This design comes from an exercise in tuning for small area, a short achievable clock period and few clock cycles on the open sky130 flow, not from production work. The RTL was checked by simulation tests, not by an equivalence proof against the original design. Power figures rest on the tool's default switching activity, not on a simulated workload.

==> design.v <==
module sc_crc_byte (
    input  wire [15:0] crc_in,
    input  wire [7:0]  data,
    output reg  [15:0] crc_out
);
    integer i;
    always @* begin
        crc_out = crc_in ^ {8'h00, data};
        for (i = 0; i < 8; i = i + 1) begin
            if (crc_out[0])
                crc_out = (crc_out >> 1) ^ 16'h8005;
            else
                crc_out = crc_out >> 1;
        end
    end
endmodule
module sc_hex_digit (
    input  wire [3:0] nib,
    output wire [7:0] ch
);
    assign ch = (nib <= 4'd9) ? (8'h30 + {4'h0, nib}) : (8'h37 + {4'h0, nib});
endmodule
module sc_hex_value (
    input  wire [7:0] ch,
    output reg        ok,
    output reg  [3:0] val
);
    always @* begin
        ok  = 1'b1;
        val = 4'h0;
        if (ch >= 8'h30 && ch <= 8'h39)
            val = ch[3:0];
        else if (ch >= 8'h41 && ch <= 8'h46)
            val = ch[3:0] + 4'd9;
        else if (ch >= 8'h61 && ch <= 8'h66)
            val = ch[3:0] + 4'd9;
        else
            ok = 1'b0;
    end
endmodule
module sc_codec (
    input  wire        clk,
    input  wire        rst,
    input  wire        req_valid,
    output wire        req_ready,
    input  wire [63:0] req_word,
    input  wire [9:0]  req_len,
    input  wire        in_valid,
    output wire        in_ready,
    input  wire [7:0]  in_data,
    output wire        out_valid,
    input  wire        out_ready,
    output wire [7:0]  out_data,
    output wire        rsp_valid,
    input  wire        rsp_ready,
    output wire [63:0] rsp_word
);
    localparam OP_CRC16    = 4'h0;
    localparam OP_CRCSTEP  = 4'h1;
    localparam OP_PACK     = 4'h2;
    localparam OP_UNPACK   = 4'h3;
    localparam OP_HEXENC_B = 4'h4;
    localparam OP_HEXDEC_T = 4'h5;
    localparam OP_HEXENC_L = 4'h6;
    localparam OP_HEXDEC_L = 4'h7;
    localparam OP_FRAME    = 4'h8;
    localparam OP_DEFRAME  = 4'h9;
    localparam OP_ENCODE   = 4'hA;
    localparam OP_DECODE   = 4'hB;
    localparam ST_OK       = 4'd0;
    localparam ST_LENOVF   = 4'd1;
    localparam ST_MALFORM  = 4'd2;
    localparam ST_SHORT    = 4'd3;
    localparam ST_SENTINEL = 4'd4;
    localparam ST_LENMIS   = 4'd5;
    localparam ST_CRC      = 4'd6;
    localparam ST_ILLEGAL  = 4'd7;
    localparam S_IDLE = 2'd0;
    localparam S_RUN  = 2'd1;
    localparam S_RESP = 2'd2;
    localparam F_START = 4'd0;
    localparam F_LEN   = 4'd1;
    localparam F_TYPE  = 4'd2;
    localparam F_COMB  = 4'd3;
    localparam F_DATA  = 4'd4;
    localparam F_CRCH  = 4'd5;
    localparam F_CRCL  = 4'd6;
    localparam F_STOP  = 4'd7;
    localparam F_DONE  = 4'd8;
    reg [1:0]  state;
    reg [3:0]  op;
    reg        illegal;
    reg [7:0]  a0;
    reg [7:0]  a1;
    reg        dir;
    reg [15:0] a16;
    reg [9:0]  plen;
    reg [9:0]  rem;           
    reg [15:0] crc;           
    reg [3:0]  fph;
    reg        em_busy;
    reg [7:0]  em_byte;
    reg [1:0]  em_pos;        
    reg        em_first;
    reg        oc_valid;
    reg [7:0]  oc_data;
    reg [1:0]  tk_len;        
    reg [3:0]  tk_hi;
    reg [3:0]  tk_lo;
    reg        tk_bad;
    reg        malformed;
    reg [9:0]  df_n;
    reg [7:0]  df_b0;
    reg [7:0]  df_len;
    reg [7:0]  df_type;
    reg [7:0]  df_comb;
    reg [7:0]  df_sh0;        
    reg [7:0]  df_sh1;        
    reg [7:0]  df_sh2;        
    wire is_framer  = (op == OP_FRAME) || (op == OP_ENCODE);
    wire overflow   = is_framer && (plen >= 10'd253);
    wire hexmode    = (op == OP_HEXENC_L) || (op == OP_ENCODE);
    wire textin     = (op == OP_HEXDEC_L) || (op == OP_DECODE);
    wire use_df     = (op == OP_DEFRAME) || (op == OP_DECODE);
    wire cls_emit   = !illegal && ((op == OP_HEXENC_L) || (is_framer && !overflow));
    wire cls_parse  = !illegal && ((op == OP_HEXDEC_L) || use_df);
    wire cls_sink   = !cls_emit && !cls_parse;
    wire [7:0] comb_byte = {dir, a1[6:0]};
    wire [7:0] frame_len = plen[7:0] + 8'd3;
    reg  [7:0] pb;
    reg        pv;
    always @* begin
        pb = 8'h00;
        pv = 1'b1;
        case (fph)
            F_START: pb = 8'hAA;
            F_LEN:   pb = frame_len;
            F_TYPE:  pb = a0;
            F_COMB:  pb = comb_byte;
            F_DATA:  begin pb = in_data; pv = in_valid && (rem != 10'd0); end
            F_CRCH:  pb = crc[15:8];
            F_CRCL:  pb = crc[7:0];
            F_STOP:  pb = 8'hFF;
            default: pv = 1'b0;
        endcase
    end
    wire       em_last_char = !hexmode || (em_pos == 2'd2);
    wire       em_can_load  = !em_busy || (out_ready && em_last_char);
    wire       run_emit     = (state == S_RUN) && cls_emit;
    wire       em_load      = run_emit && pv && em_can_load;
    wire [7:0] dig_hi, dig_lo;
    sc_hex_digit u_dig_hi (.nib(em_byte[7:4]), .ch(dig_hi));
    sc_hex_digit u_dig_lo (.nib(em_byte[3:0]), .ch(dig_lo));
    reg  [7:0] em_char;
    always @* begin
        if (!hexmode)
            em_char = em_byte;
        else if (em_pos == 2'd0)
            em_char = 8'h20;
        else if (em_pos == 2'd1)
            em_char = dig_hi;
        else
            em_char = dig_lo;
    end
    wire run_parse  = (state == S_RUN) && cls_parse;
    wire oc_free    = !oc_valid || out_ready;
    wire in_is_ws   = (in_data >= 8'h09 && in_data <= 8'h0D) || (in_data == 8'h20);
    wire       in_dig_ok;
    wire [3:0] in_dig_val;
    sc_hex_value u_hexval (.ch(in_data), .ok(in_dig_ok), .val(in_dig_val));
    wire tok_ok     = (tk_len == 2'd2) && !tk_bad;
    wire [7:0] tok_byte = {tk_hi, tk_lo};
    assign in_ready = (state == S_RUN) && (rem != 10'd0) &&
                      ((cls_sink) ||
                       (cls_parse && oc_free) ||
                       (cls_emit && fph == F_DATA && em_can_load));
    wire in_take = in_valid && in_ready;
    wire tok_end_ws    = run_parse && textin && in_take && in_is_ws && (tk_len != 2'd0);
    wire tok_end_flush = run_parse && textin && (rem == 10'd0) && (tk_len != 2'd0) && oc_free;
    wire tok_end       = tok_end_ws || tok_end_flush;
    wire       bf   = textin ? (tok_end && tok_ok) : (run_parse && in_take);
    wire [7:0] bval = textin ? tok_byte : in_data;
    wire df_in_crc  = (df_n >= 10'd1 && df_n <= 10'd3) ||
                      (df_n >= 10'd4 && df_n <= {2'b00, df_len});
    wire df_is_data = (df_n >= 10'd4) && (df_n <= {2'b00, df_len});
    reg  [7:0]  crc_d;
    always @* begin
        if (cls_emit)
            crc_d = pb;
        else if (cls_parse)
            crc_d = bval;
        else
            crc_d = in_data;
    end
    wire [15:0] crc_nx;
    sc_crc_byte u_crc (.crc_in(crc), .data(crc_d), .crc_out(crc_nx));
    wire [15:0] crc_step;
    sc_crc_byte u_crc_step (.crc_in(a16), .data(a0), .crc_out(crc_step));
    wire run_done = (state == S_RUN) &&
                    ((cls_sink  && rem == 10'd0) ||
                     (cls_emit  && fph == F_DONE && !em_busy) ||
                     (cls_parse && rem == 10'd0 && tk_len == 2'd0 && !oc_valid));
    always @(posedge clk) begin
        if (rst) begin
            state    <= S_IDLE;
            em_busy  <= 1'b0;
            oc_valid <= 1'b0;
        end else begin
            case (state)
                S_IDLE: begin
                    if (req_valid) begin
                        op        <= req_word[3:0];
                        illegal   <= ((req_word & 64'hFFFF0000FE0000F0) != 64'd0) ||
                                     (req_word[3:0] >= 4'hC);
                        a0        <= req_word[15:8];
                        a1        <= req_word[23:16];
                        dir       <= req_word[24];
                        a16       <= req_word[47:32];
                        plen      <= req_len;
                        rem       <= req_len;
                        crc       <= 16'hFFFF;
                        fph       <= (req_word[3:0] == OP_HEXENC_L) ? F_DATA : F_START;
                        em_busy   <= 1'b0;
                        em_first  <= 1'b1;
                        oc_valid  <= 1'b0;
                        tk_len    <= 2'd0;
                        tk_bad    <= 1'b0;
                        malformed <= 1'b0;
                        df_n      <= 10'd0;
                        state     <= S_RUN;
                    end
                end
                S_RUN: begin
                    if (in_take)
                        rem <= rem - 10'd1;
                    if (cls_sink && in_take) begin
                        crc <= crc_nx;
                        tk_len <= (tk_len == 2'd3) ? 2'd3 : tk_len + 2'd1;
                        if (tk_len == 2'd0) tk_hi <= in_dig_val;
                        if (tk_len == 2'd1) tk_lo <= in_dig_val;
                        if (!in_dig_ok) tk_bad <= 1'b1;
                    end
                    if (cls_emit) begin
                        if (em_busy && out_ready) begin
                            if (em_last_char)
                                em_busy <= 1'b0;
                            else
                                em_pos <= em_pos + 2'd1;
                        end
                        if (em_load) begin
                            em_busy  <= 1'b1;
                            em_byte  <= pb;
                            em_pos   <= (hexmode && !em_first) ? 2'd0 : 2'd1;
                            em_first <= 1'b0;
                            if (fph >= F_LEN && fph <= F_DATA)
                                crc <= crc_nx;
                            if (fph != F_DATA)
                                fph <= fph + 4'd1;
                        end
                        if (fph == F_DATA && rem == 10'd0)
                            fph <= (op == OP_HEXENC_L) ? F_DONE : F_CRCH;
                    end
                    if (cls_parse) begin
                        if (oc_valid && out_ready)
                            oc_valid <= 1'b0;
                        if (textin) begin
                            if (in_take && !in_is_ws) begin
                                tk_len <= (tk_len == 2'd3) ? 2'd3 : tk_len + 2'd1;
                                if (tk_len == 2'd0) tk_hi <= in_dig_val;
                                if (tk_len == 2'd1) tk_lo <= in_dig_val;
                                if (!in_dig_ok) tk_bad <= 1'b1;
                            end
                            if (tok_end) begin
                                tk_len <= 2'd0;
                                tk_bad <= 1'b0;
                                if (!tok_ok) malformed <= 1'b1;
                            end
                        end
                        if (bf) begin
                            if (op == OP_HEXDEC_L) begin
                                oc_valid <= 1'b1;
                                oc_data  <= bval;
                            end else begin
                                df_n <= df_n + 10'd1;
                                if (df_n == 10'd0) df_b0   <= bval;
                                if (df_n == 10'd1) df_len  <= bval;
                                if (df_n == 10'd2) df_type <= bval;
                                if (df_n == 10'd3) df_comb <= bval;
                                df_sh0 <= bval;
                                df_sh1 <= df_sh0;
                                df_sh2 <= df_sh1;
                                if (df_in_crc)
                                    crc <= crc_nx;
                                if (df_is_data) begin
                                    oc_valid <= 1'b1;
                                    oc_data  <= bval;
                                end
                            end
                        end
                    end
                    if (run_done)
                        state <= S_RESP;
                end
                S_RESP: begin
                    if (rsp_ready)
                        state <= S_IDLE;
                end
                default: state <= S_IDLE;
            endcase
        end
    end
    wire [7:0] bdig_hi, bdig_lo;
    sc_hex_digit u_bdig_hi (.nib(a0[7:4]), .ch(bdig_hi));
    sc_hex_digit u_bdig_lo (.nib(a0[3:0]), .ch(bdig_lo));
    reg [3:0]  r_status;
    reg [7:0]  r_y0, r_y1, r_yc;
    reg [15:0] r_y16;
    reg        r_pk;            
    always @* begin
        r_status = ST_OK;
        r_y0 = 8'h00; r_y1 = 8'h00; r_yc = 8'h00; r_y16 = 16'h0000; r_pk = 1'b0;
        if (illegal) begin
            r_status = ST_ILLEGAL;
        end else begin
            case (op)
                OP_CRC16:    r_y16 = crc;
                OP_CRCSTEP:  r_y16 = crc_step;
                OP_PACK:     begin r_yc = comb_byte; r_pk = 1'b1; end
                OP_UNPACK:   begin r_yc = a0; r_pk = 1'b1; end
                OP_HEXENC_B: begin r_y0 = bdig_hi; r_y1 = bdig_lo; end
                OP_HEXDEC_T: begin
                    if (tk_len == 2'd2 && !tk_bad) r_y0 = tok_byte;
                    else r_status = ST_MALFORM;
                end
                OP_HEXENC_L: ;
                OP_HEXDEC_L: if (malformed) r_status = ST_MALFORM;
                OP_FRAME, OP_ENCODE: begin
                    if (overflow) r_status = ST_LENOVF;
                    else begin
                        r_y0 = frame_len; r_y1 = a0; r_yc = comb_byte;
                        r_y16 = crc; r_pk = 1'b1;
                    end
                end
                OP_DEFRAME, OP_DECODE: begin
                    if (op == OP_DECODE && malformed)                 r_status = ST_MALFORM;
                    else if (df_n < 10'd7)                           r_status = ST_SHORT;
                    else if (df_b0 != 8'hAA || df_sh0 != 8'hFF)      r_status = ST_SENTINEL;
                    else if (df_len < 8'd3)                          r_status = ST_LENMIS;
                    else if ({2'b00, df_len} + 10'd4 > df_n)         r_status = ST_LENMIS;
                    else if (crc != {df_sh2, df_sh1})                r_status = ST_CRC;
                    else begin
                        r_y0 = df_len; r_y1 = df_type; r_yc = df_comb;
                        r_y16 = {df_sh2, df_sh1}; r_pk = 1'b1;
                    end
                end
                default: r_status = ST_ILLEGAL;
            endcase
        end
    end
    assign rsp_word = (r_status != ST_OK) ? {60'd0, r_status} :
                      {6'd0, r_pk & r_yc[0], r_pk & r_yc[7], 1'b0,
                       r_pk ? r_yc[6:0] : 7'd0, r_y16, r_yc, r_y1, r_y0, 8'd0};
    assign req_ready = (state == S_IDLE);
    assign rsp_valid = (state == S_RESP);
    assign out_valid = em_busy || oc_valid;
    assign out_data  = em_busy ? em_char : oc_data;
endmodule
==> run.sh <==
#!/bin/bash
# synth_recipe.tcl (not shown) runs the flow's synth.tcl, then flattens the netlist and writes it again
# the make line also repeats each setting of config.mk as NAME=value (left out here)
make -C /OpenROAD-flow-scripts/flow DESIGN_CONFIG=/design/flow/config.mk WORK_HOME=/design/flow/orfs CLKGATE_MAP_FILE= SYNTH_SCRIPT=/design/flow/synth_recipe.tcl finish
==> config.mk <==
export PLATFORM = sky130hd
export DESIGN_NAME = sc_codec
export DESIGN_NICKNAME = sc_codec
export VERILOG_FILES = /design/flow/design.v
export SDC_FILE = /design/flow/constraint.sdc
export NUM_CORES = 4
export LEC_CHECK = 0
export CAP_MARGIN = 20
export CORE_MARGIN = 2
export CORE_UTILIZATION = 40
export SLEW_MARGIN = 20
==> constraint.sdc <==
create_clock -name core_clock -period 8.0 [get_ports {clk}]
set_input_delay 1.6000 -clock core_clock [delete_from_list [all_inputs] [get_ports {clk}]]
set_output_delay 1.6000 -clock core_clock [all_outputs]
set_load 0.01 [all_outputs]
==> summary.txt <==
-- layout by cell type, fill, tap and decap left out, types with 21 or more instances in the layout --
master	netlist	layout
a222oi_1	28	28
nor2_1	121	119
mux2_2	21	21
o21ai_0	49	49
inv_1	58	58
ha_1	46	46
a21oi_1	59	58
nand2_1	82	82
clkdlybuf4s50_1	0	150
nand3_1	27	26
nor3_1	26	24
xnor2_1	67	67
xor2_1	22	22
edfxtp_1	174	174
-- path summary, 6_finish.rpt --
path | cells past startpoint | from | endpoint | slack (ns)
worst max-delay path | 15 | df_len[5] | rsp_word[18] | 1.90
worst min-delay path | 0 | df_sh0[7] | df_sh1[7] | 0.46
worst max register to register | 7 | op[3] | df_comb[4] | 4.11
worst min register to register | 0 | df_sh0[7] | df_sh1[7] | 0.46
-- per-layer routing --
metal  GRT usage (%)  share of wire (%)
met5               0                  0
met4            5.87                1.4
met3            3.19                7.8
met2            35.3                 45
met1            32.4                 46
-- area by class of cell --
class | count | area [um^2] | area share, %
repair buffers | 162 | 1600 | 11.9
clock buffers | 17 | 425 | 3.17
multi-input cells | 760 | 5250 | 39.1
inverters | 59 | 221 | 1.65
clock inverters | 15 | 200 | 1.49
flip-flops and latches | 178 | 5310 | 39.5
well taps | 341 | 427 | 3.18
-- registers in the layout, indices dropped and copies added (netlist names), 4 cells and up --
register / cells
em_byte: 8
fph: 4
df_sh2: 8
tk_hi: 4
df_b0: 8
rem: 10
crc: 16
df_type: 8
df_sh1: 8
plen: 10
tk_lo: 4
oc_data: 8
a1: 7
df_comb: 8
df_n: 10
df_len: 8
a16: 16
op: 4
df_sh0: 8
a0: 8
-- critical path: cells and delay by family (launching register included) --
kind / cells / cell delay, ns
AOI/OAI and AO/OA: 6 / 1.28
xor gates and xnor gates: 1 / 0.20
adders and majority gates: 1 / 0.27
buffers and inverters: 3 / 0.98
DFF: 1 / 0.45
and+or+nand+nor: 4 / 0.87
-- where the power goes --
part / switching, mW / internal (mW) / total (mW)
Combinational: 0.228 / 0.176 / 0.404
Clock: 0.436 / 0.431 / 0.867
Sequential: 0.0500 / 1.07 / 1.12
-- kinds of logic (layout without fill, tap and decap cells) --
group	Yosys count	count (layout)
adders and majority gates	46	46
xor gates and xnor gates	98	98
and+or+nand+nor	337	337
muxes	43	43
AOI/OAI and AO/OA	224	224
other	1	12
buffers and inverters	121	253
DFF	178	178
==> out/results.ini <==
[run_status]
status=complete, no violations

[placement]
gp_congestion=0.911
dp_cells=1499
place_area_um2=12800
io_buffers=150
pre_cts_slack_ns=1.74
dpl.hpwl_um=24200

[synthesis]
synth_cell_types=83
ys_ff_latch=178
synthXorXnorAreaFrac_pct=8.73
synth_area_um2=11000
yosysWarnings=3
ys_seq_area_share_pct=48.2
synth_fa_ha_area_share_pct=5.23
ys.flop_type=edfxtp_1
synth_edf_count=174
yosysTopAreaCellShare_pct=47.5
synth_top_area_cell=edfxtp_1
yosysMostFrequentCell=edfxtp_1
async_reset_ff_share_pct=0
synthCells=1048
synth-compound-area-share_pct=14.3
ys_top_cells_by_area=edfxtp_1, xnor2_1, ha_1
synthSimpleGateAreaFrac_pct=14.5
synth_top_family_by_area=simple AND/OR/NAND/NOR gates
netlist_top_cells_count=edfxtp_1, nor2_1, nand2_1
synth.avg_cell_area_um2=10.5
synth_mux_area_share_pct=4.27

[global_routing]
grt_pass1_vias=8373
grt_start_max_net_pins=49
grt_use_total_pct=22.4
antenna_found_initial=0
overflow=0
grt_pass1_wl_um=48600

[setup_path]
worstSetupStartpointType=flop
worstSetupPathType=flop to output port
cpMostUsedCell=a21oi_1
cp_max_fo=39
slowest_stage=clkdlybuf4s50_1
arrival_ns=4.50
cp-end-kind=output port
cpPeakStageDelay_ns=0.59
cp_cell_sequence=inv_1 -> nor3_1 -> nand3_1 -> xnor2_1 -> ha_1 -> a21o_1 -> a21oi_1 -> o22ai_1 -> o211ai_1 -> nand4_1 -> a221oi_1 -> nand3_2 -> buf_12 -> a21oi_1 -> clkdlybuf4s50_1
crit_required_ns=6.40

[hold_path]
worstHoldPathType=flop to flop

[power]
total_power_mw=2.39
irDropWorstVdd_mv=0.144
p_per_area_nw_per_um2=178
p_leak_nw=4.64

[clock_tree]
cts_buffers=17
cts-root-buf=clkbuf_16
clock_path_buffers=2
cts_resized=0
clk_pin_slew_ns=0.07
hold_buffers=0
cts.sinks=178
cts_tree=yes
clk_latency_ns=0.45
htreeDepth=4
post_cts_buffers=0

[floorplanning]
initial_core_util_pct=40.7
ios=164
dieArea_um2=28900
core_area_um2=27000
die_h_um=170
die_x_um=170
num_rows=60

[detailed_routing]
firstDrtPassIters=8
wl_per_cell_um=20.9
wl_um=32000
antenna_left=0
vias_per_cell=5.75
drcViolationCount=0
vias=8814
drt_iter0_drc=1184

[cells_and_area]
final_cells=1532
area_delta_synth_final_pct=22.0
fin_nets=1312
fill_cells=2481
fin_area_um2=13400
final_util_pct=49.7
drive_gt1_share_pct=7.81
n_antenna_cell=0

[sta]
maxSlewViolCount=0
fin_crit_ns=6.10
hold_slack_ns=0.457
finalSetupViolCount=0
finalHoldViolations=0
max-slew-margin-rel_pct=29.7
min_period_over_period_pct=76.2
tns_ns=0
fmax_mhz=164
max_slew.worst_pin.slew_ns=1.05
skew_ns=0.0136
worst_slack_ns=1.90
rsz0062_at_grt=false

[run]
drv_cap=0

Testbench counts, summed over its fixed seeds: cycles 127,147.

[what the ideal ports hide]
Ports are ideal in the flow. The routed layout listed here was re-timed in OpenROAD. Step 1 sets driving cells, clkbuf_16 on the clock port and buf_2 on the other inputs (assumed; they add their load-dependent delay and slew). Step 2, shift: input delay + t, output delay - t, t = (earliest + latest rising clock arrival at the registers) / 2. This alone moves slack from input paths to output paths. a / b / c = ideal / step 1 / step 2; a / b = the first two.
t (ns): 0.491
setup slack, ns: 1.901 / 1.850 / 2.341
slew at the worst register clock pin (ns): 0.08 / 0.08
cell pins on the clock port's net: 1
After both steps setup and hold are still met in this run. The setup slack of this run moves by -0.051 ns with the drivers and by +0.440 ns with both steps.
